Context: an optimization exercise on an open-source flow, tuned for small area, a short achievable clock period and few clock cycles per item. The choices shown serve that exercise and are no tape-out recipe. At most, simulation tests tie the RTL to the original design; equivalence was not proved. For runs 4 and 5, only the layout was checked, not whether the RTL still works. Power figures rest on the tool's default switching activity, not on a simulated workload.

==> design.v <==
module ioc_audio_enc (
    input  wire        clk,
    input  wire        rst,
    input  wire [1:0]  cfg_coding,
    input  wire        cfg_word_sel,
    input  wire [63:0] now_us,
    input  wire        in_valid,
    output wire        in_ready,
    input  wire [63:0] in_frame,
    output reg         out_valid,
    input  wire        out_ready,
    output reg  [7:0]  out_data,
    output reg         out_last,
    output reg  [31:0] bad_cnt
);
    localparam [1:0] C_PCM = 2'd0, C_U8 = 2'd1, C_U10 = 2'd2;
    localparam integer N = 31;
    reg rst_r;
    reg is_pcm, is_u8, is_u10, wsel_r;
    reg [1:0] coding;
    always @(posedge clk) begin
        rst_r  <= rst;
        coding <= cfg_coding;
        is_pcm <= (cfg_coding == C_PCM);
        is_u8  <= (cfg_coding == C_U8);
        is_u10 <= (cfg_coding == C_U10);
        wsel_r <= cfg_word_sel;
    end
    wire srst = rst_r;
    reg  [23:0] ir_raw;
    reg         ir_v, ir_last;
    reg  [8:0]  iidx;         
    reg  [63:0] ts;
    reg         ts_v;
    reg         in_ready_r;
    assign in_ready = in_ready_r;
    wire in_fire = in_valid & in_ready_r;
    wire [31:0] word = wsel_r ? in_frame[63:32] : in_frame[31:0];
    wire        bad  = (word[23:16] != 8'hFF);
    reg  [3:0]  shift;
    reg  [5:0]  umin;
    reg  [1:0]  bst;          
    reg  [5:0]  shc;
    reg         sh_up, sh_dn;
    reg  [15:0] p16;
    reg  [7:0]  pt;           
    reg  [4:0]  pu;           
    reg         p_v, p_half, p_last;
    wire [31:0] raw  = {{8{ir_raw[23]}}, ir_raw};
    wire [31:0] p    = raw << shift;
    wire [23:0] umag = ir_raw[23] ? (~ir_raw + 24'd1) : ir_raw;
    reg  [7:0]  thr;
    reg  [4:0]  uval;
    integer t;
    always @* begin
        for (t = 0; t < 8; t = t + 1)
            thr[t] = p[31] ? (~&(p | ((32'd1 << (23 + t)) - 32'd1)) | ((p & ((32'd1 << (23 + t)) - 32'd1)) == 32'd0))
                           : (|(p[30:0] >> (23 + t)));
        uval = 5'd31;
        for (t = 0; t < 24; t = t + 1)
            if (umag[t]) uval = 5'd30 - t[4:0];
    end
    reg  [N-1:0] v;
    reg  [12:0]  d [0:N-1];
    reg  [4:0]   cnt;         
    wire full = (cnt == 5'd31);
    reg  pop;                 
    reg  [N-1:0] hole_le;
    integer i;
    always @* begin
        hole_le[0] = ~v[0];
        for (i = 1; i < N; i = i + 1) hole_le[i] = hole_le[i-1] | ~v[i];
    end
    wire [N-1:0] ld = hole_le | {N{pop}};
    wire hold  = (bst != 2'd0) | (p_v & p_last);
    wire push  = p_v & ld[N-1];
    wire p_fin = ~is_pcm | p_half;            
    wire pdone = push & p_fin;
    wire p_ld  = ir_v & ~hold & (~p_v | pdone);
    reg  [1:0]  acode;
    always @*
        acode = is_u8 ? (pt[5] ? 2'd3 : pt[3] ? 2'd2 : pt[1] ? 2'd1 : 2'd0)
                      : (pt[7] ? 2'd3 : pt[5] ? 2'd2 : pt[3] ? 2'd1 : 2'd0);
    wire [21:0] p16x = {{6{p16[15]}}, p16};
    wire [10:0] wv   = p16x[{acode, 1'b0} +: 11];
    wire [12:0] entry = is_pcm ? {5'd0, p_half ? p16[7:0] : p16[15:8]} : {acode, wv};
    reg  [4:0] ipos;          
    reg  [7:0] acc0, acc1;    
    wire [5:0] sh_diff = umin - shc;
    reg        e_hdr;         
    reg  [3:0] hcnt;
    reg        e_cs;          
    reg  [3:0] e_pair;
    reg  [4:0] e_idx;         
    reg        e_half;        
    reg  [4:0] e_ph;          
    reg  [3:0] ecs, cs1;
    reg  [15:0] seq;
    function [3:0] cs_of(input [7:0] a, input u10);
        reg [3:0] c;
        begin
            c = a[7] ? 4'd8 : a[6] ? 4'd7 : a[5] ? 4'd6 : a[4] ? 4'd5 :
                a[3] ? 4'd4 : a[2] ? 4'd3 : a[1] ? 4'd2 : a[0] ? 4'd1 : 4'd0;
            cs_of = u10 ? ((c > 4'd2) ? c - 4'd2 : 4'd0) : c;
        end
    endfunction
    wire [3:0] ncs0 = cs_of(acc0, is_u10);
    wire [3:0] ncs1 = cs_of(acc1 | pt, is_u10);
    wire [15:0] body_len = is_u8 ? 16'd330 : is_u10 ? 16'd410 : 16'd640;
    reg  [7:0] hdr_byte;
    always @* begin
        case (hcnt)
            4'd0:  hdr_byte = 8'h5A;
            4'd1:  hdr_byte = {6'd0, coding};
            4'd2:  hdr_byte = seq[15:8];
            4'd3:  hdr_byte = seq[7:0];
            4'd4:  hdr_byte = ts[63:56];
            4'd5:  hdr_byte = ts[55:48];
            4'd6:  hdr_byte = ts[47:40];
            4'd7:  hdr_byte = ts[39:32];
            4'd8:  hdr_byte = ts[31:24];
            4'd9:  hdr_byte = ts[23:16];
            4'd10: hdr_byte = ts[15:8];
            4'd11: hdr_byte = ts[7:0];
            4'd12: hdr_byte = body_len[15:8];
            default: hdr_byte = body_len[7:0];
        endcase
    end
    wire [12:0] d0 = d[0];
    wire [12:0] d1 = d[1];
    wire [3:0]  dl0 = ecs - {1'b0, d0[12:11], 1'b0};
    wire [3:0]  dl1 = ecs - {1'b0, d1[12:11], 1'b0};
    wire [10:0] s0 = $signed(d0[10:0]) >>> dl0;
    wire [10:0] s1 = $signed(d1[10:0]) >>> dl1;
    wire [9:0]  c0 = s0[9:0];
    wire [9:0]  c1 = s1[9:0];
    wire [7:0]  u10_byte = ({8{e_ph[0]}} & c0[9:2])
                         | ({8{e_ph[1]}} & {c0[1:0], c1[9:4]})
                         | ({8{e_ph[2]}} & {c0[3:0], c1[9:6]})
                         | ({8{e_ph[3]}} & {c0[5:0], c1[9:8]})
                         | ({8{e_ph[4]}} & c0[7:0]);
    reg        sk_v, sk_l;
    reg  [7:0] sk_d;
    wire eok      = ~sk_v;                
    wire oreg_ld  = ~out_valid | out_ready;
    wire last_smp = (e_pair == 4'd9) & (e_idx == 5'd31);
    wire can_hdr  = e_hdr & ts_v;
    wire can_cs   = ~e_hdr & ~is_pcm & e_cs & full & p_v;
    wire can_smp  = ~e_hdr & (is_pcm ? v[0] : ~e_cs);
    wire produce  = can_hdr | can_cs | can_smp;
    wire smp_pop  = is_pcm | is_u8 | ~e_ph[0];
    wire smp_adv  = is_pcm ? e_half : smp_pop;      
    reg [7:0] nbyte;
    always @* begin
        if (e_hdr)       nbyte = hdr_byte;
        else if (is_pcm) nbyte = d0[7:0];
        else if (e_cs)   nbyte = {ncs0, ncs1};
        else if (is_u8)  nbyte = s0[7:0];
        else             nbyte = u10_byte;
    end
    wire nlast = ~e_hdr & (is_pcm | ~e_cs) & smp_adv & last_smp;
    wire f_hdr = eok & can_hdr;
    wire f_cs  = eok & can_cs;
    wire f_smp = eok & can_smp;
    wire smp_last_fire = f_smp & smp_adv & (e_idx == 5'd31);
    wire e_hdr_n = (f_hdr & (hcnt == 4'd13)) ? 1'b0 : (smp_last_fire & (e_pair == 4'd9)) ? 1'b1 : e_hdr;
    wire e_cs_n  = f_cs ? 1'b0 : smp_last_fire ? 1'b1 : e_cs;
    wire [4:0] e_ph_n = (f_smp & is_u10) ? {e_ph[3:0], e_ph[4]} : e_ph;
    wire sk_v_n  = ~oreg_ld & (sk_v | (eok & produce));
    wire ir_v_n   = in_fire | (ir_v & ~p_ld);
    wire p_v_n    = p_ld | (p_v & ~pdone);
    wire p_half_n = p_ld ? 1'b0 : (push ? ~p_half : p_half);
    wire p_last_n = p_ld ? ir_last : p_last;
    wire v0_n     = ld[0] ? v[1] : v[0];
    wire full_n   = pop ? (push & full) : (full | (push & (cnt == 5'd30)));
    wire [1:0] bst_n = (bst != 2'd0) ? bst + 2'd1 : (pdone & p_last) ? 2'd1 : 2'd0;
    wire hold_n   = (bst_n != 2'd0) | (p_v_n & p_last_n);
    wire pop_n    = ~sk_v_n & ~e_hdr_n & (is_pcm ? v0_n : (~e_cs_n & (is_u8 | ~e_ph_n[0])));
    wire in_ready_n = ~ir_v_n | (~hold_n & (~p_v_n | ((~is_pcm | p_half_n) & (~full_n | pop_n))));
    integer j;
    always @(posedge clk) begin
        for (j = 0; j < N-1; j = j + 1)
            if (ld[j]) d[j] <= d[j+1];
        if (ld[N-1]) d[N-1] <= entry;
        if (in_ready_r) begin
            ir_raw  <= {word[15:0], word[31:24]};
            ir_last <= (iidx == 9'd319);
        end
        if (in_ready_r & ~ts_v & (iidx == 9'd0)) ts <= now_us;
        if (p_ld) begin
            p16 <= p[31:16];
            pt  <= thr;
            pu  <= uval;
        end
        if (push & ~is_pcm) begin
            if (ipos == 5'd0)       acc0 <= pt;
            else if (~ipos[4])      acc0 <= acc0 | pt;
            if (ipos == 5'd16)      acc1 <= pt;
            else if (ipos[4])       acc1 <= acc1 | pt;
        end
        if (bst == 2'd1) shc <= ({2'b00, shift} < umin) ? {2'b00, shift} : umin;
        if (bst == 2'd2) begin
            sh_up <= (sh_diff > 6'd4) && (shc < 6'd12);
            sh_dn <= (sh_diff < 6'd4) && (shc > 6'd0);
        end
        if (f_cs) begin
            ecs <= ncs0;
            cs1 <= ncs1;
        end
        if (f_smp & smp_adv & (e_idx == 5'd15)) ecs <= cs1;
        if (srst) begin
            bad_cnt    <= 32'd0;
            in_ready_r <= 1'b1;
            ir_v       <= 1'b0;
            iidx       <= 9'd0;
            ts_v       <= 1'b0;
            v          <= {N{1'b0}};
            cnt        <= 5'd0;
            pop        <= 1'b0;
            p_v        <= 1'b0;
            p_half     <= 1'b0;
            p_last     <= 1'b0;
            bst        <= 2'd0;
            shift      <= 4'd0;
            umin       <= 6'd31;
            ipos       <= 5'd0;
            e_hdr      <= 1'b1;
            hcnt       <= 4'd0;
            e_cs       <= 1'b1;
            e_pair     <= 4'd0;
            e_idx      <= 5'd0;
            e_half     <= 1'b0;
            e_ph       <= 5'd1;
            seq        <= 16'd0;
            sk_v       <= 1'b0;
            out_valid  <= 1'b0;
            out_last   <= 1'b0;
        end else begin
            if (in_fire & bad) bad_cnt <= bad_cnt + 32'd1;
            in_ready_r <= in_ready_n;
            ir_v       <= ir_v_n;
            if (in_fire) iidx <= (iidx == 9'd319) ? 9'd0 : iidx + 9'd1;
            for (j = 0; j < N-1; j = j + 1)
                if (ld[j]) v[j] <= v[j+1];
            if (ld[N-1]) v[N-1] <= push;
            cnt    <= cnt + {4'd0, push} - {4'd0, pop};
            pop    <= pop_n;
            p_v    <= p_v_n;
            p_half <= p_half_n;
            p_last <= p_last_n;
            bst    <= bst_n;
            if (pdone) begin
                ipos <= ipos + 5'd1;
                if ({1'b0, pu} < umin) umin <= {1'b0, pu};
            end
            if (bst == 2'd3) begin
                shift <= sh_up ? shc[3:0] + 4'd1 : sh_dn ? shc[3:0] - 4'd1 : shc[3:0];
                umin  <= umin + 6'd1;
            end
            if (oreg_ld) begin
                out_valid <= sk_v | (eok & produce);
                out_data  <= sk_v ? sk_d : nbyte;
                out_last  <= sk_v ? sk_l : nlast;
            end else if (eok & produce) begin
                sk_d <= nbyte;
                sk_l <= nlast;
            end
            sk_v <= sk_v_n;
            e_hdr <= e_hdr_n;
            e_cs  <= e_cs_n;
            e_ph  <= e_ph_n;
            if (f_hdr) hcnt <= (hcnt == 4'd13) ? 4'd0 : hcnt + 4'd1;
            if (f_smp) begin
                if (is_pcm) e_half <= ~e_half;
                if (smp_adv) begin
                    e_idx <= e_idx + 5'd1;
                    if (e_idx == 5'd31) begin
                        e_pair <= (e_pair == 4'd9) ? 4'd0 : e_pair + 4'd1;
                        if (e_pair == 4'd9) seq <= seq + 16'd1;
                    end
                end
            end
            if (in_fire & (iidx == 9'd0)) ts_v <= 1'b1;
            else if (f_hdr & (hcnt == 4'd13)) ts_v <= 1'b0;
        end
    end
endmodule
==> flow/run.sh <==
#!/bin/bash
set -euo pipefail
export SETUP_SLACK_MARGIN=6
bash standard.sh finish > standard_flow.log 2>&1
==> standard.sh <==
#!/bin/bash
# synth_recipe.tcl (not shown) runs the flow's synth.tcl, then flattens the netlist and writes it again
# the make line also repeats each setting of config.mk as NAME=value (left out here)
make -C /OpenROAD-flow-scripts/flow DESIGN_CONFIG=/design/flow/config.mk WORK_HOME=/design/flow/orfs CLKGATE_MAP_FILE= SYNTH_SCRIPT=/design/flow/synth_recipe.tcl "${@:-finish}"
==> config.mk <==
export PLATFORM = sky130hd
export DESIGN_NAME = ioc_audio_enc
export DESIGN_NICKNAME = ioc_audio_enc
export VERILOG_FILES = /design/flow/design.v
export SDC_FILE = /design/flow/constraint.sdc
export NUM_CORES = 4
export LEC_CHECK = 0
export CAP_MARGIN = 20
export CORE_MARGIN = 2
export CORE_UTILIZATION = 40
export PLACE_DENSITY = 0.6
export SLEW_MARGIN = 20
==> constraint.sdc <==
create_clock -name core_clock -period 9.0 [get_ports {clk}]
set_input_delay 1.8000 -clock core_clock [delete_from_list [all_inputs] [get_ports {clk}]]
set_output_delay 1.8000 -clock core_clock [all_outputs]
set_load 0.01 [all_outputs]
==> impl_metrics.csv, run 1 <==
group,metric,value,unit
floorplan,die_h,281,um
clocking,htree_levels,3,
floorplan,start_util,0.404,
timing,final_period_minus_worst_setup_slack,3.13,ns
timing,post-route-period-util,0.348,
layout,antenna_diode_instance_count,0,
power_and_ir_drop,p_per_area,212,nW/um^2
logic_synthesis,synth_area_leaders,"edfxtp_1, dfxtp_1, mux4_2, mux2i_1, nor2_1",
logic_synthesis,synth_sequential_area_ratio,0.655,
logic_synthesis,synth.largest_area_cell,"edfxtp_1",
drt,vias,19500,
logic_synthesis,main_combinational_cell_family_by_area_after_synthesis,"simple AND/OR/NAND/NOR gates",
timing,report.final.setup_viol,0,
logic_synthesis,yosys_warnings,2,
floorplan,floorplan.die_area,78900,um^2
layout,final_design_area_no_fill,37800,um^2
grt,globalRoute.busiestLayer,"met2",
timing,setup_total_negative_slack,0,ns
placement,place.detailed.instances,3399,
grt,grtUsageTotal,0.165,
grt,grt_overflow,0,
logic_synthesis,synth_area,30700,um^2
setup_path,critPathLaunchType,"flip-flop",
clocking,clock_path_buffers,3,
hold_path,hold-path-endpoint,"d[7][4]$_DFFE_PP_",
grt,antenna_found_initial,0,
logic_synthesis,postSynth.topFlopCell,"edfxtp_1",
run_status,run_status,"no timing/DRC/antenna violations",
drt,drc_markers,0,
clocking,clock_sink_count,718,
setup_path,critical_path.cell_chain,"buf_12 -> clkbuf_2",
layout,fin_nets,2759,
grt,grt_util_met3,0.0252,
floorplan,boundary_pins,178,
power_and_ir_drop,power.sequential.fraction,0.528,
power_and_ir_drop,reported_net_switching_power,1.79,mW
layout,synthToLayoutAreaGrowth,23.3,%
timing,worst_pin_slew,1.12,ns
setup_path,worstSetupPathType,"flip-flop to primary output",
logic_synthesis,ys_async_sr_fraction,0,
setup_path,worstRegToRegCells,12,
logic_synthesis,yosys-mux-area-fraction,0.0771,
logic_synthesis,post_synth_inst_count,2297,
setup_path,critical_path_arrival,1.33,ns
hold_path,hold-path-cell-count,0,
drt,detail_route.first_pass.iterations,5,
grt,first_global_vias,19500,
floorplan,core_outline_area,75900,um^2
power_and_ir_drop,power.clock.fraction,0.380,
clocking,cts.reportedPaths.clkPinSlew,0.06,ns
power_and_ir_drop,p_comb_frac,0.091,
placement,routabilityCongestion,0.873,
drt,ant_nets,0,
logic_synthesis,post_synth_and_or_nand_nor_area_fraction,0.105,
grt,gr-usage-met1,0.214,
logic_synthesis,synth-edff-count,570,
drt,drt-wirelength-per-cell,18.1,um
timing,timing_max_transition_violations_final,0,
timing,slew_headroom,0.248,
setup_path,worst_path_maximum_fanout,11,
grt,globalRouteMet2Util,0.285,
flow_run,cap_viol_max_count,0,
grt,maximum_number_of_pins_on_one_net_before_global_route_repair,95,
logic_synthesis,yosys.area_share.adder,0.0184,
logic_synthesis,post-synth-top-area-fraction,0.558,
hold_path,hp-class,"flip-flop to flip-flop",
layout,final-instance-count-excl-fill,3670,
setup_path,r2r_start,"d[0][11]$_DFFE_PN_",
setup_path,endpoint_kind,"primary output",
placement,buffer_ports.inserted,177,
grt,grt_first_pass_wirelength,105,mm
logic_synthesis,ys_ff_latch,718,
power_and_ir_drop,intPower,6.22,mW
floorplan,rows,101,
power_and_ir_drop,p_total,8.01,mW
timing,setup_repair_after_global_routing_missed_its_margin,"yes",
placement,place_area,33500,um^2
clocking,clk_latency,0.61,ns
setup_path,slowest_delay,0.41,ns
timing,finalClockSkew,0.0179,ns
power_and_ir_drop,power.leakage,13.5,nW
logic_synthesis,postSynthAreaPerCell,13.4,um^2
drt,drt_first_iter_violations,1616,
power_and_ir_drop,sw_frac_of_total,0.224,
layout,drive_above_1_share,0.223,
clocking,clockRootBuffer,"clkbuf_16",
placement,detailedPlacementHpwl,43.5,mm
setup_path,rrSetupSlack,5.91,ns
logic_synthesis,parity_gate_share_of_the_synthesized_area_counting_xor_and_xnor_cells,0.0246,
hold_path,hold_path_start,"d[8][4]$_DFFE_PP_",
setup_path,timing.rr.end,"out_data[5]$_DFFE_PP_",
drt,detail_route.vias_per_cell,5.32,
logic_synthesis,synth_compound_area_frac,0.0925,
floorplan,floorplan.die.width,281,um
power_and_ir_drop,ir_drop,0.136,mV
timing,maxClockFrequency,320,MHz
clocking,ctsHoldBuffers,0,
clocking,cts_tree,"built",
setup_path,cp_slowest_cell,"dfxtp_4",
drt,route.final.wire_length,66.5,mm
setup_path,critical_path_required,7.20,ns
timing,hold_viol_final,0,
logic_synthesis,synth_cell_type_count,92,
clocking,numCtsBuffers,75,
## cell usage after synthesis, types with 8 or more instances
| master | count |
|---|---|
| nor4_1 | 15 |
| or2_2 | 8 |
| a22oi_1 | 13 |
| a21oi_1 | 115 |
| nand2_1 | 120 |
| nand3_1 | 73 |
| o21ai_0 | 66 |
| a211oi_1 | 22 |
| o31ai_1 | 10 |
| xor2_1 | 45 |
| nand4_1 | 35 |
| a31oi_1 | 12 |
| xnor2_1 | 41 |
| nor2_1 | 190 |
| mux4_2 | 39 |
| nor3_1 | 40 |
| o211ai_1 | 16 |
| or3_1 | 14 |
| and3_1 | 16 |
| buf_1 | 12 |
| clkbuf_1 | 95 |
| mux2i_1 | 79 |
| o31a_1 | 9 |
| nand2b_1 | 20 |
| ha_1 | 38 |
| and4_1 | 11 |
| edfxtp_1 | 570 |
| nor3b_1 | 8 |
| inv_1 | 96 |
| a32oi_1 | 10 |
| dfxtp_1 | 148 |
| a221oi_1 | 15 |
| mux2_2 | 55 |
| o21a_1 | 9 |
| buf_2 | 11 |
| or4_1 | 11 |
| and2_1 | 11 |
| nor2b_1 | 29 |
| o22ai_1 | 10 |
| a21o_1 | 33 |
## worst max-delay path, delay by kind of cell, from the launching register on
family,cells,cell delay (ns)
buf+inv,2,0.30
flops,1,0.41
## logic make-up after synthesis
logic type                 Yosys count
adders and majority gates           43
DFF                                718
AOI/OAI and AO/OA                  421
other                                1
and+or+nand+nor                    634
xor gates and xnor gates            86
muxes                              177
buffers and inverters              217
## metal layers
layer  part of all wire  vias to the layer above
li1                   -                     9280
met1               0.43                     9671
met2               0.50                      449
met3              0.042                      113
met4              0.024                        0
met5                  0                        -
## metrics by stage
step	hold slack, ns	utilization	worst slack [ns]
floorplan	0.400	-	5.68
global placement	0.401	0.441	4.87
detailed placement	0.405	0.441	4.80
CTS	0.408	0.487	5.66
global route	0.413	0.498	5.81
finish	0.409	0.498	5.87
## state kept, by name, summed over array words and instances, names as in the netlist, 6 cells and up
name / count
d: 403
ts: 64
bad_cnt: 32
v: 31
ir_raw: 24
p16: 16
seq: 16
iidx: 9
acc0: 8
acc1: 8
out_data: 8
pt: 8
sk_d: 8
shc: 6
umin: 6
## layout by cell type, fill, tap and decap left out, types with 11 or more instances in the layout
master,count
mux4_2,41
o21ai_0,59
xnor2_1,39
buf_2,37
inv_1,91
nand2b_1,20
a211oi_1,18
or3_1,14
nor2_1,186
ha_1,35
mux2i_1,67
a31oi_1,12
dfxtp_4,17
clkbuf_8,11
dfxtp_2,24
and3_1,16
edfxtp_1,570
dfxtp_1,107
a21oi_1,103
nor3_1,33
clkbuf_16,79
xor2_1,44
clkbuf_1,14
clkdlybuf4s50_1,117
a21o_1,33
nor2b_1,27
o211ai_1,16
a22oi_1,11
mux2_2,50
buf_4,131
nand4_1,35
nand3_1,63
nand2_1,115
## power by group through the flow
stage          combinational (mW)  clock (mW)  sequential, mW
3_3_place_gp                0.564           0            4.31
2_1_floorplan               0.423           0            4.22
4_1_cts                     0.660        3.15            4.24
6_report                    0.732        3.05            4.23
3_5_place_dp                0.574           0            4.33
5_1_grt                     0.793        3.27            4.28
## worst max path at each step
| stage | from | endpoint | slack [ns] |
|---|---|---|---|
| finish | in_ready_r$_SDFF_PP1_ | in_ready | 5.87 |
| global route | ecs[1]$_DFFE_PP_ | out_data[0]$_DFFE_PP_ | 5.81 |
| CTS | in_ready_r$_SDFF_PP1_ | in_ready | 5.66 |
| detailed placement | in_valid | bad_cnt[21]$_SDFFE_PP0P_ | 4.80 |
| global placement | in_valid | bad_cnt[21]$_SDFFE_PP0P_ | 4.87 |
| floorplan | in_valid | bad_cnt[19]$_SDFFE_PP0P_ | 5.68 |
## area by class of cell
class / count / area (um^2)
Clock buffer: 102 / 2130
Clock inverter: 33 / 327
Fill cell: 6491 / 38100
Inverter: 96 / 372
Multi-Input combinational cell: 1363 / 10600
Sequential cell: 718 / 20200
Tap cell: 1030 / 1290
Timing Repair Buffer: 328 / 2950
## timing repair
item                       4_1_cts  5_1_grt
pin swaps                       37       50
setup endpoints to repair      289      180
cloned                           3        2
gates resized for setup        322      111
setup buffers                   79       52
Testbench counts, summed over its fixed seeds: cycles 45,984, blocks 96.
==> run 2, diff against run 1 <==
==> run.sh (new file) <==
#!/bin/bash
# synth_recipe.tcl (not shown) runs the flow's synth.tcl, then flattens the netlist and writes it again
# the make line also repeats each setting of config.mk as NAME=value (left out here)
make -C /OpenROAD-flow-scripts/flow DESIGN_CONFIG=/design/flow/config.mk WORK_HOME=/design/flow/orfs CLKGATE_MAP_FILE= SYNTH_SCRIPT=/design/flow/synth_recipe.tcl finish
--- a/config.mk
+++ b/config.mk
@@ -9,4 +9,5 @@
 export CORE_MARGIN = 2
 export CORE_UTILIZATION = 40
 export PLACE_DENSITY = 0.6
+export SETUP_SLACK_MARGIN = 5
 export SLEW_MARGIN = 20
removed: flow/run.sh
removed: standard.sh
==> impl_metrics.csv, run 2 <==
group,metric,value,unit
run_status,run_status,"no timing/DRC/antenna violations",
logic_synthesis,postSynth.topFlopCell,"edfxtp_1",
placement,place_area,33400,um^2
power_and_ir_drop,power.sequential.fraction,0.543,
layout,largest_register,"d",
layout,drive_above_1_share,0.102,
clocking,clock_path_buffers,3,
logic_synthesis,post_synth_and_or_nand_nor_area_fraction,0.105,
floorplan,core_outline_area,75900,um^2
setup_path,critical_path.cell_chain,"inv_1 -> ha_1 -> or4b_2 -> nor2_1 -> mux2_2 -> o32ai_1 -> o311a_1 -> a2111oi_0 -> o31ai_1",
setup_path,worstRegToRegCells,9,
drt,detail_route.first_pass.iterations,6,
timing,setup_total_negative_slack,0,ns
placement,buffer_ports.inserted,177,
timing,post-route-period-util,0.417,
placement,detailedPlacementHpwl,43.3,mm
logic_synthesis,synth-edff-count,570,
timing,maxClockFrequency,267,MHz
clocking,postCtsSetupBuffers,0,
clocking,cts_tree,"built",
setup_path,critical_path_required,9.30,ns
setup_path,r2r_start,"ir_raw[1]$_DFFE_PP_",
timing,worst_pin_slew,1.06,ns
logic_synthesis,yosys-mux-area-fraction,0.0771,
timing,finalClockSkew,0.0328,ns
setup_path,worst_path_maximum_fanout,11,
layout,most_common_cell_after_layout_fill_and_taps_aside,"edfxtp_1",
placement,routabilityCongestion,0.849,
drt,drc_markers,0,
hold_path,hold-path-cell-count,0,
grt,grtUsageTotal,0.157,
drt,detail_route.vias_per_cell,5.31,
timing,setup_repair_after_global_routing_missed_its_margin,"no",
clocking,clockRootBuffer,"clkbuf_16",
power_and_ir_drop,p_comb_frac,0.073,
setup_path,worstSetupPathType,"flip-flop to flip-flop",
layout,fin_nets,2625,
logic_synthesis,synth_cell_type_count,92,
floorplan,boundary_pins,178,
logic_synthesis,most_instantiated_library_cell_after_synthesis,"edfxtp_1",
logic_synthesis,post-synth-top-area-fraction,0.558,
logic_synthesis,synth_area_leaders,"edfxtp_1, dfxtp_1, mux4_2, mux2i_1, nor2_1",
logic_synthesis,parity_gate_share_of_the_synthesized_area_counting_xor_and_xnor_cells,0.0246,
timing,slew_headroom,0.291,
hold_path,hold-path-endpoint,"d[23][3]$_DFFE_PP_",
logic_synthesis,synth_sequential_area_ratio,0.655,
flow_run,cap_viol_max_count,0,
layout,layout.core_utilization,0.473,
layout,final_design_area_no_fill,35900,um^2
power_and_ir_drop,reported_net_switching_power,1.74,mW
logic_synthesis,synth.largest_area_cell,"edfxtp_1",
drt,vias,18800,
grt,grt_first_pass_wirelength,99.7,mm
grt,first_global_vias,18600,
timing,final_period_minus_worst_setup_slack,3.75,ns
logic_synthesis,ys_ff_latch,718,
hold_path,hold_path_start,"d[24][3]$_DFFE_PP_",
setup_path,timing.rr.end,"pu[0]$_SDFFCE_PP1N_",
setup_path,cp_slowest_cell,"a2111oi_0",
logic_synthesis,post_synth_inst_count,2297,
layout,synthToLayoutAreaGrowth,17.0,%
clocking,cts.reportedPaths.clkPinSlew,0.06,ns
layout,fill_cells,6496,
layout,mostFrequentLayoutCells,"edfxtp_1, nor2_1, clkdlybuf4s50_1",
logic_synthesis,synth_area,30700,um^2
floorplan,floorplan.die.width,281,um
power_and_ir_drop,sw_frac_of_total,0.221,
hold_path,hp-class,"flip-flop to flip-flop",
clocking,clk_latency,0.61,ns
setup_path,critical_path_arrival,4.05,ns
clocking,clock_sink_count,718,
logic_synthesis,synth.top_cells.by_count,"edfxtp_1, nor2_1, dfxtp_1",
logic_synthesis,ys_async_sr_fraction,0,
setup_path,critPathLaunchType,"flip-flop",
logic_synthesis,yosys_warnings,2,
floorplan,floorplan.die_area,78900,um^2
drt,drt-wirelength-per-cell,17.6,um
logic_synthesis,synth_compound_area_frac,0.0925,
setup_path,rrSetupSlack,5.25,ns
timing,report.final.setup_viol,0,
logic_synthesis,postSynthAreaPerCell,13.4,um^2
setup_path,slowest_delay,0.86,ns
drt,route.final.wire_length,62.2,mm
setup_path,endpoint_kind,"flip-flop",
timing,hold_viol_final,0,
power_and_ir_drop,intPower,6.11,mW
logic_synthesis,yosys.area_share.adder,0.0184,
drt,drt_first_iter_violations,1534,
layout,reg.largest.list,"d x403, ts x64, bad_cnt x32",
clocking,numCtsBuffers,75,
floorplan,die_h,281,um
timing,worst_slack,5.25,ns
grt,maximum_number_of_pins_on_one_net_before_global_route_repair,79,
placement,placement.setup.worst_slack,4.44,ns
layout,antenna_diode_instance_count,0,
power_and_ir_drop,power.leakage,12.4,nW
layout,largest_register_ff_count,403,
logic_synthesis,main_combinational_cell_family_by_area_after_synthesis,"simple AND/OR/NAND/NOR gates",
drt,ant_nets,0,
grt,antenna_found_initial,0,
power_and_ir_drop,p_per_area,219,nW/um^2
power_and_ir_drop,power.clock.fraction,0.384,
power_and_ir_drop,ir_drop,0.121,mV
floorplan,rows,101,
timing,timing_max_transition_violations_final,0,
clocking,htree_levels,3,
floorplan,start_util,0.404,
grt,grt_overflow,0,
==> run 2: cell types whose count changed in the layout (fill, tap and decap cells not counted), sizes merged <==
cell / previous run / this run
clkdlybuf4s15: 5 / 0
clkdlybuf4s50: 117 / 177
clkbuf: 112 / 107
bufinv: 5 / 4
clkinvlp: 6 / 1
buf: 185 / 17
inv: 97 / 98
clkinv: 21 / 24
dlymetal6s2s: 8 / 0
bufbuf: 3 / 0
==> run 2: how the worst max path moves through the flow <==
stage	start	cells past startpoint	end
after floorplan	in_valid	7	bad_cnt[22]$_SDFFE_PP0P_
after global placement	in_valid	7	bad_cnt[24]$_SDFFE_PP0P_
after detailed placement	in_valid	7	bad_cnt[20]$_SDFFE_PP0P_
after CTS	in_valid	7	bad_cnt[20]$_SDFFE_PP0P_
after global routing	ir_raw[1]$_DFFE_PP_	9	pu[3]$_SDFFCE_PP0N_
final	ir_raw[1]$_DFFE_PP_	9	pu[0]$_SDFFCE_PP1N_
==> run 2: what timing repair did <==
item                                    4_1_cts  5_1_grt
hold buffers                                  0        0
resized for setup                             0        4
endpoints found under the setup margin        0       21
==> run 2: stage by stage <==
stage	std cells	hold WS, ns	total power [mW]
floorplan	2298	0.400	4.64
global placement	3401	0.401	4.87
detailed placement	3401	0.405	4.91
CTS	3539	0.413	7.95
global route	3539	0.417	8.18
finish	3539	0.412	7.85
==> run 2: area by class of cell <==
type | instances | area (um^2) | share of cell area
sequential | 718 | 20100 | 0.560
clock buffer | 107 | 2140 | 0.0596
inverter | 96 | 360 | 0.0100
multi-input combinational | 1363 | 9830 | 0.274
clock inverter | 31 | 298 | 0.00830
timing repair buffer | 194 | 1900 | 0.0529
tap | 1030 | 1290 | 0.0359
==> run 2: logic make-up after synthesis <==
group,Yosys count
and+or+nand+nor,634
xor gates and xnor gates,86
AOI/OAI and AO/OA,421
muxes,177
DFF,718
other,1
buffers and inverters,217
adders and majority gates,43
==> run 2: power by group through the flow <==
stage / Combinational [mW] / Sequential (mW) / Clock (mW)
2_1_floorplan: 0.419 / 4.22 / 0
3_3_place_gp: 0.558 / 4.31 / 0
3_5_place_dp: 0.570 / 4.34 / 0
4_1_cts: 0.575 / 4.27 / 3.10
5_1_grt: 0.633 / 4.31 / 3.24
6_report: 0.576 / 4.26 / 3.01
==> run 2: layer usage <==
metal,part of all wire,vias to the layer above,track usage
met2,0.49,387,0.266
met3,0.045,106,0.0308
met4,0.023,0,0.0447
met5,0,-,0
li1,-,9014,-
met1,0.45,9295,0.205
==> run 2: worst max-delay path: cells and delay by family, from the launching register on <==
family                   cells  cell delay, ns
AO/OA/AOI/OAI                4            1.28
AND/OR/NAND/NOR              2            0.91
flip-flops                   1            0.53
adder cells (fa/ha/maj)      1            0.38
multiplexers                 1            0.17
buffers and inverters        1            0.16
==> run 3, diff against run 2 <==
--- a/design.v
+++ b/design.v
@@ -36,7 +36,13 @@
     assign in_ready = in_ready_r;
     wire in_fire = in_valid & in_ready_r;
     wire [31:0] word = wsel_r ? in_frame[63:32] : in_frame[31:0];
-    wire        bad  = (word[23:16] != 8'hFF);
+    wire        bad  = wsel_r ? ~&in_frame[55:48] : ~&in_frame[23:16];
+    reg  [31:0] bad_cy;
+    integer b;
+    always @* begin
+        bad_cy[0] = 1'b1;
+        for (b = 1; b < 32; b = b + 1) bad_cy[b] = bad_cy[b-1] & bad_cnt[b-1];
+    end
     reg  [3:0]  shift;
     reg  [5:0]  umin;
     reg  [1:0]  bst;          
@@ -45,10 +51,12 @@
     reg  [15:0] p16;
     reg  [7:0]  pt;           
     reg  [4:0]  pu;           
+    reg         pdec;
     reg         p_v, p_half, p_last;
     wire [31:0] raw  = {{8{ir_raw[23]}}, ir_raw};
     wire [31:0] p    = raw << shift;
-    wire [23:0] umag = ir_raw[23] ? (~ir_raw + 24'd1) : ir_raw;
+    wire [23:0] ux   = ir_raw ^ {24{ir_raw[23]}};
+    wire        udec = ir_raw[23] & ~|(ux[23:1] & ~ux[22:0]);
     reg  [7:0]  thr;
     reg  [4:0]  uval;
     integer t;
@@ -58,7 +66,7 @@
                            : (|(p[30:0] >> (23 + t)));
         uval = 5'd31;
         for (t = 0; t < 24; t = t + 1)
-            if (umag[t]) uval = 5'd30 - t[4:0];
+            if (ux[t]) uval = 5'd30 - t[4:0];
     end
     reg  [N-1:0] v;
     reg  [12:0]  d [0:N-1];
@@ -87,6 +95,7 @@
     reg  [4:0] ipos;          
     reg  [7:0] acc0, acc1;    
     wire [5:0] sh_diff = umin - shc;
+    wire [4:0] pu_v = pu - {4'd0, pdec};
     reg        e_hdr;         
     reg  [3:0] hcnt;
     reg        e_cs;          
@@ -191,6 +200,7 @@
             p16 <= p[31:16];
             pt  <= thr;
             pu  <= uval;
+            pdec <= udec;
         end
         if (push & ~is_pcm) begin
             if (ipos == 5'd0)       acc0 <= pt;
@@ -236,7 +246,7 @@
             out_valid  <= 1'b0;
             out_last   <= 1'b0;
         end else begin
-            if (in_fire & bad) bad_cnt <= bad_cnt + 32'd1;
+            bad_cnt <= bad_cnt ^ ({32{in_fire & bad}} & bad_cy);
             in_ready_r <= in_ready_n;
             ir_v       <= ir_v_n;
             if (in_fire) iidx <= (iidx == 9'd319) ? 9'd0 : iidx + 9'd1;
@@ -251,7 +261,7 @@
             bst    <= bst_n;
             if (pdone) begin
                 ipos <= ipos + 5'd1;
-                if ({1'b0, pu} < umin) umin <= {1'b0, pu};
+                if ({1'b0, pu_v} < umin) umin <= {1'b0, pu_v};
             end
             if (bst == 2'd3) begin
                 shift <= sh_up ? shc[3:0] + 4'd1 : sh_dn ? shc[3:0] - 4'd1 : shc[3:0];
==> impl_metrics.csv, run 3 <==
group,metric,value,unit
clocking,numCtsBuffers,75,
timing,final_period_minus_worst_setup_slack,3.77,ns
drt,route.final.wire_length,60.2,mm
clocking,clk_latency,0.61,ns
clocking,clockRootBuffer,"clkbuf_16",
setup_path,cp_slowest_cell,"clkdlybuf4s50_1",
timing,slew_headroom,0.232,
logic_synthesis,ys_async_sr_fraction,0,
timing,post-route-period-util,0.419,
setup_path,critical_path_arrival,4.23,ns
clocking,ctsHoldBuffers,0,
layout,reg.largest.list,"d x403, ts x64, bad_cnt x32",
power_and_ir_drop,p_per_area,211,nW/um^2
setup_path,worstRegToRegCells,11,
timing,worst_slack,5.23,ns
layout,most_common_cell_after_layout_fill_and_taps_aside,"edfxtp_1",
floorplan,die_h,278,um
logic_synthesis,synth_cell_type_count,90,
layout,fill_cells,6499,
floorplan,rows,100,
placement,detailedPlacementHpwl,41.4,mm
placement,place_area,32600,um^2
timing,setup_total_negative_slack,0,ns
layout,drive_above_1_share,0.104,
hold_path,hp-class,"flip-flop to flip-flop",
setup_path,rrSetupSlack,5.30,ns
logic_synthesis,synth.largest_area_cell,"edfxtp_1",
power_and_ir_drop,ir_drop,0.127,mV
layout,largest_register_ff_count,403,
grt,antenna_found_initial,0,
grt,grt_first_pass_wirelength,96.6,mm
setup_path,worst_path_maximum_fanout,10,
setup_path,endpoint_kind,"flip-flop",
logic_synthesis,post_synth_inst_count,2189,
setup_path,worstPathBufferInverterCount,1,
logic_synthesis,postSynthAreaPerCell,13.7,um^2
hold_path,hold-path-endpoint,"d[25][4]$_DFFE_PP_",
drt,detail_route.first_pass.iterations,8,
clocking,clock_sink_count,719,
setup_path,critPathLaunchType,"input pin",
logic_synthesis,ys_ff_latch,719,
timing,hold_viol_final,0,
placement,routabilityCongestion,0.842,
drt,vias,18100,
logic_synthesis,post-synth-top-area-fraction,0.573,
setup_path,critical-path-top-delay-family,"simple AND/OR/NAND/NOR gates",
layout,final_design_area_no_fill,35100,um^2
grt,first_global_vias,18000,
timing,report.final.setup_viol,0,
logic_synthesis,yosys_warnings,2,
layout,largest_register,"d",
power_and_ir_drop,power.leakage,12.5,nW
drt,drc_markers,0,
layout,layout.core_utilization,0.472,
timing,worst_pin_slew,1.15,ns
clocking,htree_levels,3,
clocking,cts_tree,"built",
timing,timing_max_transition_violations_final,0,
logic_synthesis,synth.top_cells.by_count,"edfxtp_1, nor2_1, dfxtp_1",
grt,maximum_number_of_pins_on_one_net_before_global_route_repair,72,
timing,maxClockFrequency,265,MHz
grt,grtUsageTotal,0.155,
floorplan,start_util,0.403,
placement,buffer_ports.inserted,177,
hold_path,hold-path-cell-count,0,
setup_path,r2r_start,"ecs[1]$_DFFE_PP_",
layout,mostFrequentLayoutCells,"edfxtp_1, nor2_1, clkdlybuf4s50_1",
logic_synthesis,synth_sequential_area_ratio,0.672,
floorplan,floorplan.die_area,77100,um^2
clocking,clock_path_buffers,3,
setup_path,timing.rr.end,"out_data[0]$_DFFE_PP_",
logic_synthesis,most_instantiated_library_cell_after_synthesis,"edfxtp_1",
setup_path,slowest_delay,0.47,ns
timing,hold_ws,0.404,ns
clocking,cts.reportedPaths.clkPinSlew,0.06,ns
layout,fin_nets,2531,
logic_synthesis,synth_area_leaders,"edfxtp_1, dfxtp_1, mux4_2, mux2i_1, nor2_1",
logic_synthesis,postSynth.topFlopCell,"edfxtp_1",
hold_path,hold_path_start,"d[26][4]$_DFFE_PP_",
drt,drt_first_iter_violations,1532,
setup_path,critical_path.cell_chain,"clkdlybuf4s50_1 -> and2_1 -> o31a_1 -> nand4_2 -> nor4_4 -> nand3_1 -> o311ai_0 -> o41ai_1",
grt,grt_overflow,0,
drt,ant_nets,0,
layout,synthToLayoutAreaGrowth,17.1,%
placement,placement.setup.worst_slack,3.81,ns
setup_path,critical_path_required,9.46,ns
timing,setup_repair_after_global_routing_missed_its_margin,"no",
setup_path,critPathLaunch,"in_valid",
drt,drt-wirelength-per-cell,17.8,um
logic_synthesis,synth-edff-count,571,
logic_synthesis,synth_area,29900,um^2
layout,antenna_diode_instance_count,0,
floorplan,boundary_pins,178,
floorplan,floorplan.die.width,278,um
timing,finalClockSkew,0.0199,ns
flow_run,cap_viol_max_count,0,
floorplan,core_outline_area,74300,um^2
drt,detail_route.vias_per_cell,5.34,
setup_path,worstSetupPathType,"input pin to flip-flop",
run_status,run_status,"no timing/DRC/antenna violations",
==> run 3: changes by cell type in the layout (fill, tap and decap cells not counted), sizes merged, moves of 8 or more <==
cell | before | now
and3 | 16 | 24
nand2 | 120 | 138
a21o | 33 | 21
nand3 | 73 | 49
xnor2 | 41 | 30
a21oi | 115 | 104
==> run 3: where the power goes <==
group          internal [mW]  switching (mW)  total [mW]
Clock                   1.75            1.26        3.00
Combinational          0.192           0.196       0.388
Sequential              3.88           0.131        4.01
Total                   5.82            1.58        7.41
==> run 3: worst register-to-register path, stage by stage (launching register included) <==
cell,delay [ns]
edfxtp_1,0.36
inv_1,0.09
ha_1,0.14
inv_1,0.05
fa_1,0.92
mux4_2,0.41
mux2i_1,0.23
o21ai_0,0.20
a222oi_1,0.39
nor2b_1,0.22
o31ai_1,0.14
mux2_2,0.32
==> run 3: kinds of logic (layout without fill, tap and decap cells) <==
logic type | count (synthesis) | after routing | share of synthesized area
flops | 719 | 719 | 0.672
buf+inv | 204 | 429 | 0.0277
simple gates | 602 | 602 | 0.0992
other cells | 1 | 2 | 0.000125
xor+xnor | 78 | 78 | 0.0228
fa+ha+maj | 44 | 44 | 0.0193
compound gates | 375 | 375 | 0.0834
mux | 166 | 166 | 0.0758
==> run 3: worst max-delay path by stage <==
stage	to	slack [ns]	cells after the start
finish	bad_cnt[31]$_SDFF_PP0_	5.23	8
global route	bad_cnt[31]$_SDFF_PP0_	5.08	8
CTS	d[28][12]$_DFFE_PP_	5.13	9
detailed placement	bad_cnt[31]$_SDFF_PP0_	3.81	8
global placement	bad_cnt[30]$_SDFF_PP0_	3.93	8
floorplan	bad_cnt[30]$_SDFF_PP0_	5.27	8
==> run 3: layer usage <==
layer	track usage	share of wire	vias up
met2	0.259	0.48	435
met4	0.0542	0.028	0
met1	0.203	0.44	8920
met3	0.0285	0.049	115
li1	-	-	8591
met5	0	0	-
==> run 3: per-stage QoR <==
stage               cells  power (mW)
finish               3384        7.41
global route         3384        7.69
CTS                  3383        7.51
detailed placement   3243        4.47
global placement     3243        4.45
floorplan            2190        4.28
==> run 3: area by class of cell <==
type	count	area, um^2	area share
Tap cell	969	1210	0.0346
Clock buffer	100	2030	0.0580
Multi-Input combinational cell	1267	9060	0.259
Timing Repair Buffer	195	1910	0.0544
Inverter	95	357	0.0102
Clock inverter	39	368	0.0105
Sequential cell	719	20100	0.574
==> run 3: what timing repair did <==
item	CTS	global route
pin swaps	1	2
gates cloned	0	0
buffers inserted	1	1
setup endpoints to repair	33	54
resized for setup	3	3
Testbench counts of run 3, summed over its fixed seeds: cycles 45,984, blocks 96.
==> run 4, diff against run 3 <==
--- a/design.v
+++ b/design.v
@@ -177,6 +177,7 @@
     wire [4:0] e_ph_n = (f_smp & is_u10) ? {e_ph[3:0], e_ph[4]} : e_ph;
     wire sk_v_n  = ~oreg_ld & (sk_v | (eok & produce));
     wire ir_v_n   = in_fire | (ir_v & ~p_ld);
+    wire ir_open  = ~ir_v | p_ld;
     wire p_v_n    = p_ld | (p_v & ~pdone);
     wire p_half_n = p_ld ? 1'b0 : (push ? ~p_half : p_half);
     wire p_last_n = p_ld ? ir_last : p_last;
@@ -191,11 +192,11 @@
         for (j = 0; j < N-1; j = j + 1)
             if (ld[j]) d[j] <= d[j+1];
         if (ld[N-1]) d[N-1] <= entry;
-        if (in_ready_r) begin
+        if (ir_open) begin
             ir_raw  <= {word[15:0], word[31:24]};
             ir_last <= (iidx == 9'd319);
         end
-        if (in_ready_r & ~ts_v & (iidx == 9'd0)) ts <= now_us;
+        if (ir_open & ~ts_v & (iidx == 9'd0)) ts <= now_us;
         if (p_ld) begin
             p16 <= p[31:16];
             pt  <= thr;
==> flow/run.sh (new file) <==
#!/bin/bash
set -euo pipefail
bash standard.sh synth > step_synth.log 2>&1
export SETUP_SLACK_MARGIN=6
export DONT_USE_CELLS="sky130_fd_sc_hd__clkdlybuf4s15_1 sky130_fd_sc_hd__clkdlybuf4s15_2 sky130_fd_sc_hd__clkdlybuf4s18_1 sky130_fd_sc_hd__clkdlybuf4s18_2 sky130_fd_sc_hd__clkdlybuf4s25_1 sky130_fd_sc_hd__clkdlybuf4s25_2 sky130_fd_sc_hd__clkdlybuf4s50_1 sky130_fd_sc_hd__clkdlybuf4s50_2 sky130_fd_sc_hd__dlygate4sd1_1 sky130_fd_sc_hd__dlygate4sd2_1 sky130_fd_sc_hd__dlygate4sd3_1 sky130_fd_sc_hd__dlymetal6s2s_1 sky130_fd_sc_hd__dlymetal6s4s_1 sky130_fd_sc_hd__dlymetal6s6s_1"
bash standard.sh finish > step_layout.log 2>&1
==> standard.sh (new file) <==
#!/bin/bash
# synth_recipe.tcl (not shown) runs the flow's synth.tcl, then flattens the netlist and writes it again
# the make line also repeats each setting of config.mk as NAME=value (left out here)
make -C /OpenROAD-flow-scripts/flow DESIGN_CONFIG=/design/flow/config.mk WORK_HOME=/design/flow/orfs CLKGATE_MAP_FILE= SYNTH_SCRIPT=/design/flow/synth_recipe.tcl "${@:-finish}"
--- a/config.mk
+++ b/config.mk
@@ -9,5 +9,4 @@
 export CORE_MARGIN = 2
 export CORE_UTILIZATION = 40
 export PLACE_DENSITY = 0.6
-export SETUP_SLACK_MARGIN = 5
 export SLEW_MARGIN = 20
removed: run.sh
==> impl_metrics.csv, run 4 <==
group,metric,value,unit
hold_path,hp-class,"flip-flop to flip-flop",
floorplan,rows,99,
grt,grtUsageTotal,0.158,
logic_synthesis,postSynthAreaPerCell,13.6,um^2
setup_path,critPathLaunchType,"flip-flop",
drt,drc_markers,0,
grt,first_global_vias,18100,
placement,placement.setup.worst_slack,4.59,ns
timing,finalClockSkew,0.0367,ns
drt,detail_route.first_pass.iterations,5,
logic_synthesis,post-synth-top-area-fraction,0.579,
power_and_ir_drop,ir_drop,0.138,mV
logic_synthesis,synth_area_leaders,"edfxtp_1, dfxtp_1, nor2_1, mux2i_1, mux2_2",
power_and_ir_drop,p_comb_frac,0.086,
logic_synthesis,synth.top_cells.by_count,"edfxtp_1, nor2_1, dfxtp_1",
timing,maxClockFrequency,294,MHz
logic_synthesis,ys_async_sr_fraction,0,
clocking,numCtsBuffers,77,
setup_path,endpoint_kind,"flip-flop",
placement,buffer_ports.inserted,177,
setup_path,slowest_delay,0.53,ns
grt,antenna_found_initial,1,
floorplan,die_h,276,um
clocking,clk_latency,0.63,ns
power_and_ir_drop,sw_frac_of_total,0.230,
clocking,cts.reportedPaths.clkPinSlew,0.06,ns
setup_path,worst_path_maximum_fanout,7,
floorplan,boundary_pins,178,
clocking,htree_levels,3,
floorplan,start_util,0.405,
timing,timing_max_transition_violations_final,0,
clocking,cts_tree,"built",
logic_synthesis,synth_sequential_area_ratio,0.679,
logic_synthesis,synth-edff-count,571,
timing,slew_headroom,0.280,
drt,route.final.wire_length,61.8,mm
clocking,clock_sink_count,719,
layout,mostFrequentLayoutCells,"edfxtp_1, nor2_1, nand2_1",
setup_path,critical_path_arrival,3.86,ns
setup_path,critical_path.cell_chain,"buf_6 -> mux4_2 -> mux4_2 -> or2_0 -> a2111o_1 -> or4_4 -> buf_6 -> or3_4 -> o31ai_2",
timing,worst_slack,5.60,ns
power_and_ir_drop,reported_net_switching_power,1.87,mW
logic_synthesis,post_synth_inst_count,2184,
drt,drt-wirelength-per-cell,17.8,um
floorplan,floorplan.die_area,76300,um^2
layout,largest_register_ff_count,403,
placement,detailedPlacementHpwl,40.1,mm
run_status,run_status,"no timing/DRC/antenna violations",
layout,fill_cells,6198,
timing,setup_repair_after_global_routing_missed_its_margin,"yes",
floorplan,core_outline_area,73100,um^2
drt,vias,18300,
logic_synthesis,synth.largest_area_cell,"edfxtp_1",
grt,maximum_number_of_pins_on_one_net_before_global_route_repair,84,
timing,report.final.setup_viol,0,
drt,ant_nets,0,
placement,routabilityCongestion,0.843,
power_and_ir_drop,power.clock.fraction,0.388,
power_and_ir_drop,intPower,6.25,mW
clocking,clock_path_buffers,3,
setup_path,cp_slowest_cell,"mux4_2",
timing,worst_pin_slew,1.08,ns
grt,grt_overflow,0,
power_and_ir_drop,power.leakage,13.2,nW
power_and_ir_drop,power.sequential.fraction,0.526,
layout,synthToLayoutAreaGrowth,22.7,%
flow_run,cap_viol_max_count,0,
logic_synthesis,synth_cell_type_count,79,
clocking,clockRootBuffer,"clkbuf_16",
logic_synthesis,synth_area,29600,um^2
timing,setup_total_negative_slack,0,ns
timing,hold_viol_final,0,
drt,drt_first_iter_violations,1615,
power_and_ir_drop,p_per_area,223,nW/um^2
layout,largest_register,"d",
setup_path,critical_path_required,9.46,ns
logic_synthesis,postSynth.topFlopCell,"edfxtp_1",
grt,grt_first_pass_wirelength,98.2,mm
clocking,ctsHoldBuffers,0,
layout,drive_above_1_share,0.216,
layout,reg.largest.list,"d x403, ts x64, bad_cnt x32",
drt,detail_route.vias_per_cell,5.26,
timing,post-route-period-util,0.378,
layout,most_common_cell_after_layout_fill_and_taps_aside,"edfxtp_1",
placement,place.detailed.instances,3224,
layout,final-instance-count-excl-fill,3480,
logic_synthesis,yosys_warnings,2,
layout,fin_nets,2634,
logic_synthesis,ys_ff_latch,719,
logic_synthesis,most_instantiated_library_cell_after_synthesis,"edfxtp_1",
setup_path,worstSetupPathType,"flip-flop to flip-flop",
floorplan,floorplan.die.width,276,um
timing,final_period_minus_worst_setup_slack,3.40,ns
## run 4: cell count changes after synthesis, moves of 7 or more
cell,previous run,this run
o21ai_0,60,67
mux2i_1,72,59
mux4_2,33,25
buf_2,13,2
clkbuf_1,77,91
nor2_1,185,192
and3_1,24,32
nand3_1,49,62
## run 4: stage by stage
stage / instance area, um^2 / hold slack, ns / util / power, mW
after floorplan: 29800 / 0.400 / - / 4.67
after global placement: 32500 / 0.400 / 0.444 / 4.91
after detailed placement: 32500 / 0.405 / 0.444 / 4.94
after CTS: 35800 / 0.401 / 0.490 / 8.18
after global routing: 36300 / 0.413 / 0.497 / 8.45
final: 36300 / 0.404 / 0.497 / 8.12
## run 4: kinds of logic (layout without fill, tap and decap cells)
kind of cell,Yosys count,in the layout,synth area share
flip-flops,719,719,0.679
adder cells (fa/ha/maj),44,44,0.0195
XOR/XNOR,85,85,0.0251
AND/OR/NAND/NOR,630,631,0.103
other,1,3,0.000127
buffers and inverters,198,531,0.0260
AO/OA/AOI/OAI,360,361,0.0781
multiplexers,147,147,0.0690
## run 4: area by class of cell
type | instances | area, um^2 | share of cell area
Antenna cell | 1 | 2.50 | 0.0000688
Clock buffer | 100 | 2070 | 0.0571
Clock inverter | 43 | 519 | 0.0143
Inverter | 90 | 362 | 0.00995
Multi-Input combinational cell | 1270 | 9490 | 0.261
Sequential cell | 719 | 20200 | 0.556
Tap cell | 959 | 1200 | 0.0330
Timing Repair Buffer | 297 | 2500 | 0.0688
Timing Repair inverter | 1 | 5.00 | 0.000138
## run 4: power groups by stage
stage	Sequential [mW]	Clock, mW	Combinational (mW)
3_3_place_gp	4.34	0	0.565
4_1_cts	4.27	3.24	0.664
2_1_floorplan	4.25	0	0.418
5_1_grt	4.31	3.38	0.758
6_report	4.27	3.15	0.700
3_5_place_dp	4.36	0	0.575
## run 4: per-layer routing
metal,up-vias,share of wire,track usage
met5,-,0,0
met4,0,0.022,0.0448
met3,101,0.048,0.0282
met2,506,0.48,0.262
met1,9007,0.45,0.215
li1,8690,-,-
## run 4: path summary, 6_finish.rpt
kind                          from  slack, ns             endpoint  cells after the start
min            d[27][12]$_DFFE_PP_       0.40  d[26][12]$_DFFE_PP_                      0
max reg2reg  shift[0]$_SDFFE_PP0P_       5.60      pt[4]$_DFFE_PN_                      9
min reg2reg    d[27][12]$_DFFE_PP_       0.40  d[26][12]$_DFFE_PP_                      0
max          shift[0]$_SDFFE_PP0P_       5.60      pt[4]$_DFFE_PN_                      9
## run 4: worst max-delay path, delay by kind of cell (launching register included)
kind / cells / cell delay (ns)
simple gates: 3 / 1.03
mux: 2 / 1.03
compound gates: 2 / 0.46
buf+inv: 2 / 0.29
flops: 1 / 0.42
## run 4: timing repair
item,in CTS,in global routing
buffers inserted,76,33
gates cloned,2,1
gates resized for setup,314,97
setup endpoints to repair,451,144
pin swaps,46,56
==> run 5, diff against run 4 <==
==> flow/run.sh (replaced) <==
#!/bin/bash
set -euo pipefail
bash standard.sh synth > step_synth.log 2>&1
export SETUP_SLACK_MARGIN=6
export POST_GLOBAL_PLACE_TCL="$PWD/flow/port_bufs.tcl"
bash standard.sh finish > step_layout.log 2>&1
==> flow/port_bufs.tcl (new file) <==
# POST_GLOBAL_PLACE hook: buffer_ports gives every port a clkdlybuf4s50_1
# (a delay cell). Swap those port buffers for plain buf_1 cells; the resize
# and repair steps that follow size them as the loads need.
set n 0
foreach inst [[ord::get_db_block] getInsts] {
  if {[[$inst getMaster] getName] eq "sky130_fd_sc_hd__clkdlybuf4s50_1"
      && [regexp {^(input|output)[0-9]+$} [$inst getName]]} {
    replace_cell [$inst getName] sky130_fd_sc_hd__buf_1
    incr n
  }
}
puts "port_bufs.tcl: $n port buffers now sky130_fd_sc_hd__buf_1"
==> impl_metrics.csv, run 5 <==
group,metric,value,unit
run_status,run_status,"no timing/DRC/antenna violations",
logic_synthesis,synth_area_leaders,"edfxtp_1, dfxtp_1, nor2_1, mux2i_1, mux2_2",
power_and_ir_drop,intPower,6.20,mW
logic_synthesis,synth-edff-count,571,
clocking,clockRootBuffer,"clkbuf_16",
timing,maxClockFrequency,288,MHz
layout,most_common_cell_after_layout_fill_and_taps_aside,"edfxtp_1",
setup_path,worst_path_maximum_fanout,7,
hold_path,hold_path_start,"d[16][9]$_DFFE_PP_",
layout,ff_latch_area,20200,um^2
clocking,clk_latency,0.63,ns
timing,setup_repair_after_global_routing_missed_its_margin,"yes",
clocking,numCtsBuffers,76,
layout,synthToLayoutAreaGrowth,19.2,%
logic_synthesis,synth.top_cells.by_count,"edfxtp_1, nor2_1, dfxtp_1",
clocking,clock_path_buffers,3,
power_and_ir_drop,reported_net_switching_power,1.84,mW
grt,first_global_vias,18000,
floorplan,die_h,276,um
layout,fill_cells,6320,
drt,detail_route.vias_per_cell,5.29,
layout,largest_register,"d",
timing,finalClockSkew,0.0305,ns
clocking,htree_levels,3,
floorplan,boundary_pins,178,
clocking,ctsHoldBuffers,0,
timing,slew_headroom,0.284,
layout,drive_above_1_share,0.200,
layout,fin_nets,2620,
timing,report.final.setup_viol,0,
power_and_ir_drop,p_per_area,227,nW/um^2
power_and_ir_drop,power.leakage,12.6,nW
floorplan,floorplan.die.width,276,um
logic_synthesis,post-synth-top-area-fraction,0.579,
placement,detailedPlacementHpwl,40.0,mm
grt,grt_first_pass_wirelength,97.4,mm
logic_synthesis,post_synth_inst_count,2184,
setup_path,critPathLaunchType,"flip-flop",
setup_path,slowest_delay,0.60,ns
setup_path,r2r_start,"shift[0]$_SDFFE_PP0P_",
timing,hold_viol_final,0,
placement,buffer_ports.inserted,177,
drt,ant_nets,0,
layout,reg.largest.list,"d x403, ts x64, bad_cnt x32",
layout,mostFrequentLayoutCells,"edfxtp_1, nor2_1, buf_1",
flow_run,cap_viol_max_count,0,
drt,drc_markers,0,
logic_synthesis,synth.largest_area_cell,"edfxtp_1",
clocking,clock_sink_count,719,
timing,final_period_minus_worst_setup_slack,3.47,ns
setup_path,worstSetupPathType,"flip-flop to flip-flop",
power_and_ir_drop,power.clock.fraction,0.385,
drt,detail_route.first_pass.iterations,7,
drt,drt-wirelength-per-cell,17.7,um
hold_path,hold-path-endpoint,"d[15][9]$_DFFE_PP_",
grt,maximum_number_of_pins_on_one_net_before_global_route_repair,84,
grt,grtUsageTotal,0.158,
timing,setup_total_negative_slack,0,ns
power_and_ir_drop,power.sequential.fraction,0.531,
setup_path,critical_path_arrival,3.94,ns
drt,vias,18300,
floorplan,core_outline_area,73100,um^2
timing,hold_ws,0.402,ns
setup_path,worstRegToRegCells,10,
floorplan,floorplan.die_area,76300,um^2
hold_path,hp-class,"flip-flop to flip-flop",
logic_synthesis,yosys_warnings,2,
grt,grt_overflow,0,
layout,antenna_diode_instance_count,0,
floorplan,start_util,0.405,
setup_path,endpoint_kind,"flip-flop",
layout,multiInputGateArea,9460,um^2
layout,largest_register_ff_count,403,
logic_synthesis,synth_sequential_area_ratio,0.679,
logic_synthesis,synth_cell_type_count,79,
power_and_ir_drop,sw_frac_of_total,0.229,
logic_synthesis,most_instantiated_library_cell_after_synthesis,"edfxtp_1",
setup_path,cp_slowest_cell,"mux4_1",
logic_synthesis,postSynth.topFlopCell,"edfxtp_1",
drt,route.final.wire_length,61.4,mm
setup_path,critical_path_required,9.47,ns
timing,timing_max_transition_violations_final,0,
power_and_ir_drop,p_comb_frac,0.083,
logic_synthesis,ys_ff_latch,719,
power_and_ir_drop,ir_drop,0.141,mV
clocking,cts_tree,"built",
drt,drt_first_iter_violations,1585,
setup_path,rrSetupSlack,5.53,ns
hold_path,hold-path-cell-count,0,
setup_path,worstPathBufferInverterCount,2,
grt,antenna_found_initial,0,
logic_synthesis,postSynthAreaPerCell,13.6,um^2
setup_path,timing.rr.end,"pt[6]$_DFFE_PN_",
setup_path,critical-path-top-delay-family,"compound AO/OA/AOI/OAI gates",
logic_synthesis,ys_async_sr_fraction,0,
layout,layout.core_utilization,0.483,
clocking,cts.reportedPaths.clkPinSlew,0.06,ns
logic_synthesis,synth_area,29600,um^2
timing,post-route-period-util,0.386,
setup_path,critical_path.cell_chain,"buf_6 -> buf_4 -> mux4_1 -> o41ai_2 -> a31oi_1 -> a2111o_1 -> or4_4 -> or2_4 -> nor4_4 -> a2bb2oi_2",
timing,worst_pin_slew,1.06,ns
floorplan,rows,99,
==> run 5: cell count changes in the layout (fill, tap and decap cells not counted), sizes merged <==
| cell | before | now |
|---|---|---|
| buf | 163 | 282 |
| bufinv | 6 | 8 |
| clkbuf | 112 | 89 |
| clkdlybuf4s15 | 5 | 0 |
| clkdlybuf4s50 | 117 | 0 |
| clkinv | 33 | 37 |
| clkinvlp | 4 | 8 |
| diode | 1 | 0 |
| nor2 | 193 | 192 |
==> run 5: worst reg2reg max path, stage by stage, from the launching register on <==
cell	delay (ns)
dfxtp_4	0.41
buf_6	0.15
buf_4	0.13
mux4_1	0.60
o41ai_2	0.27
a31oi_1	0.17
a2111o_1	0.40
or4_4	0.43
or2_4	0.29
nor4_4	0.28
a2bb2oi_2	0.18
==> run 5: cell families (layout without fill, tap and decap cells) <==
| kind of cell | Yosys count | after routing | synth area share |
|---|---|---|---|
| other | 1 | 2 | 0.000127 |
| AOI/OAI and AO/OA | 360 | 361 | 0.0781 |
| adders and majority gates | 44 | 44 | 0.0195 |
| xor gates and xnor gates | 85 | 85 | 0.0251 |
| DFF | 719 | 719 | 0.679 |
| buffers and inverters | 198 | 515 | 0.0260 |
| muxes | 147 | 147 | 0.0690 |
| and+or+nand+nor | 630 | 630 | 0.103 |
==> run 5: how the worst max path moves through the flow <==
stage                                from                endpoint  slack, ns  depth (start not counted)
finish              shift[0]$_SDFFE_PP0P_         pt[6]$_DFFE_PN_       5.53                         10
floorplan                  pop$_SDFF_PP0_         ts[0]$_DFFE_PP_       4.76                         11
global route        shift[0]$_SDFFE_PP0P_         pt[6]$_DFFE_PN_       5.46                         10
detailed placement        v[0]$_SDFF_PP0_       cnt[4]$_SDFF_PP0_       4.78                         18
CTS                 shift[0]$_SDFFE_PP0P_         pt[6]$_DFFE_PN_       5.59                          8
global placement                 in_valid  bad_cnt[19]$_SDFF_PP0_       4.68                          9
==> run 5: what timing repair did <==
item / CTS / global route
cloned: 2 / 0
buffers inserted: 62 / 35
gates resized for setup: 119 / 98
endpoints found under the setup margin: 425 / 164
pin swaps: 27 / 57
==> run 5: final cells by class <==
class	count	share of cell area
Timing Repair Buffer	285	0.0456
Tap cell	959	0.0340
Inverter	90	0.0103
Sequential cell	719	0.571
Timing Repair inverter	1	0.000142
Multi-Input combinational cell	1269	0.268
Clock inverter	53	0.0152
Clock buffer	86	0.0555
==> run 5: through the flow <==
| stage | cells | setup slack (ns) | cell area (um^2) | total power [mW] |
|---|---|---|---|---|
| after floorplan | 2185 | 4.76 | 29800 | 4.67 |
| after global placement | 3224 | 4.68 | 32500 | 4.91 |
| after detailed placement | 3224 | 4.78 | 31400 | 4.89 |
| after CTS | 3427 | 5.59 | 34700 | 8.09 |
| after global routing | 3462 | 5.46 | 35300 | 8.36 |
| final | 3462 | 5.53 | 35300 | 8.03 |
==> run 5: power by group through the flow <==
stage               logic (mW)  registers, mW  clock network, mW
floorplan                0.418           4.25                  0
global placement         0.565           4.34                  0
detailed placement       0.530           4.36                  0
CTS                      0.625           4.28               3.19
global route             0.727           4.31               3.33
finish                   0.669           4.27               3.09
==> run 5: layer usage <==
metal  part of all wire  vias to the layer above  GRT usage
met2               0.48                      517      0.261
met1               0.44                     9027      0.212
li1                   -                     8664          -
met5                  0                        -          0
met3              0.055                      103     0.0277
met4              0.022                        0     0.0479

afterwards: timing with drivers on the ports:
Ports are ideal in the flow. The routed layouts listed here were re-timed in OpenROAD. Step 1 sets driving cells, clkbuf_16 on the clock port and buf_2 on the other inputs (assumed; they add their load-dependent delay and slew). Step 2 adds t to the input delays and takes it off the output delays; t is the mean of the earliest and latest rising clock arrival at the registers after step 1. Input paths then give back, and output paths get back, about the clock's delay inside the block. Slacks: ideal ports / drivers / drivers and shift; pairs: ideal ports / drivers.
run	t (ns)	setup slack, ns	latest minus earliest clock arrival (ns)
run 1	0.667	5.872 / 5.810 / 5.405	0.019 / 0.019
run 2	0.657	5.251 / 5.227 / 4.653	0.036 / 0.036
run 3	0.657	5.231 / 5.215 / 4.612	0.028 / 0.027
run 4	0.677	5.601 / 5.601 / 5.393	0.037 / 0.036
run 5	0.672	5.527 / 5.527 / 5.348	0.033 / 0.033
After both steps every run listed still meets setup and hold. The setup slack of run 3, which loses most, moves by -0.016 ns with the drivers and by -0.619 ns with both steps.
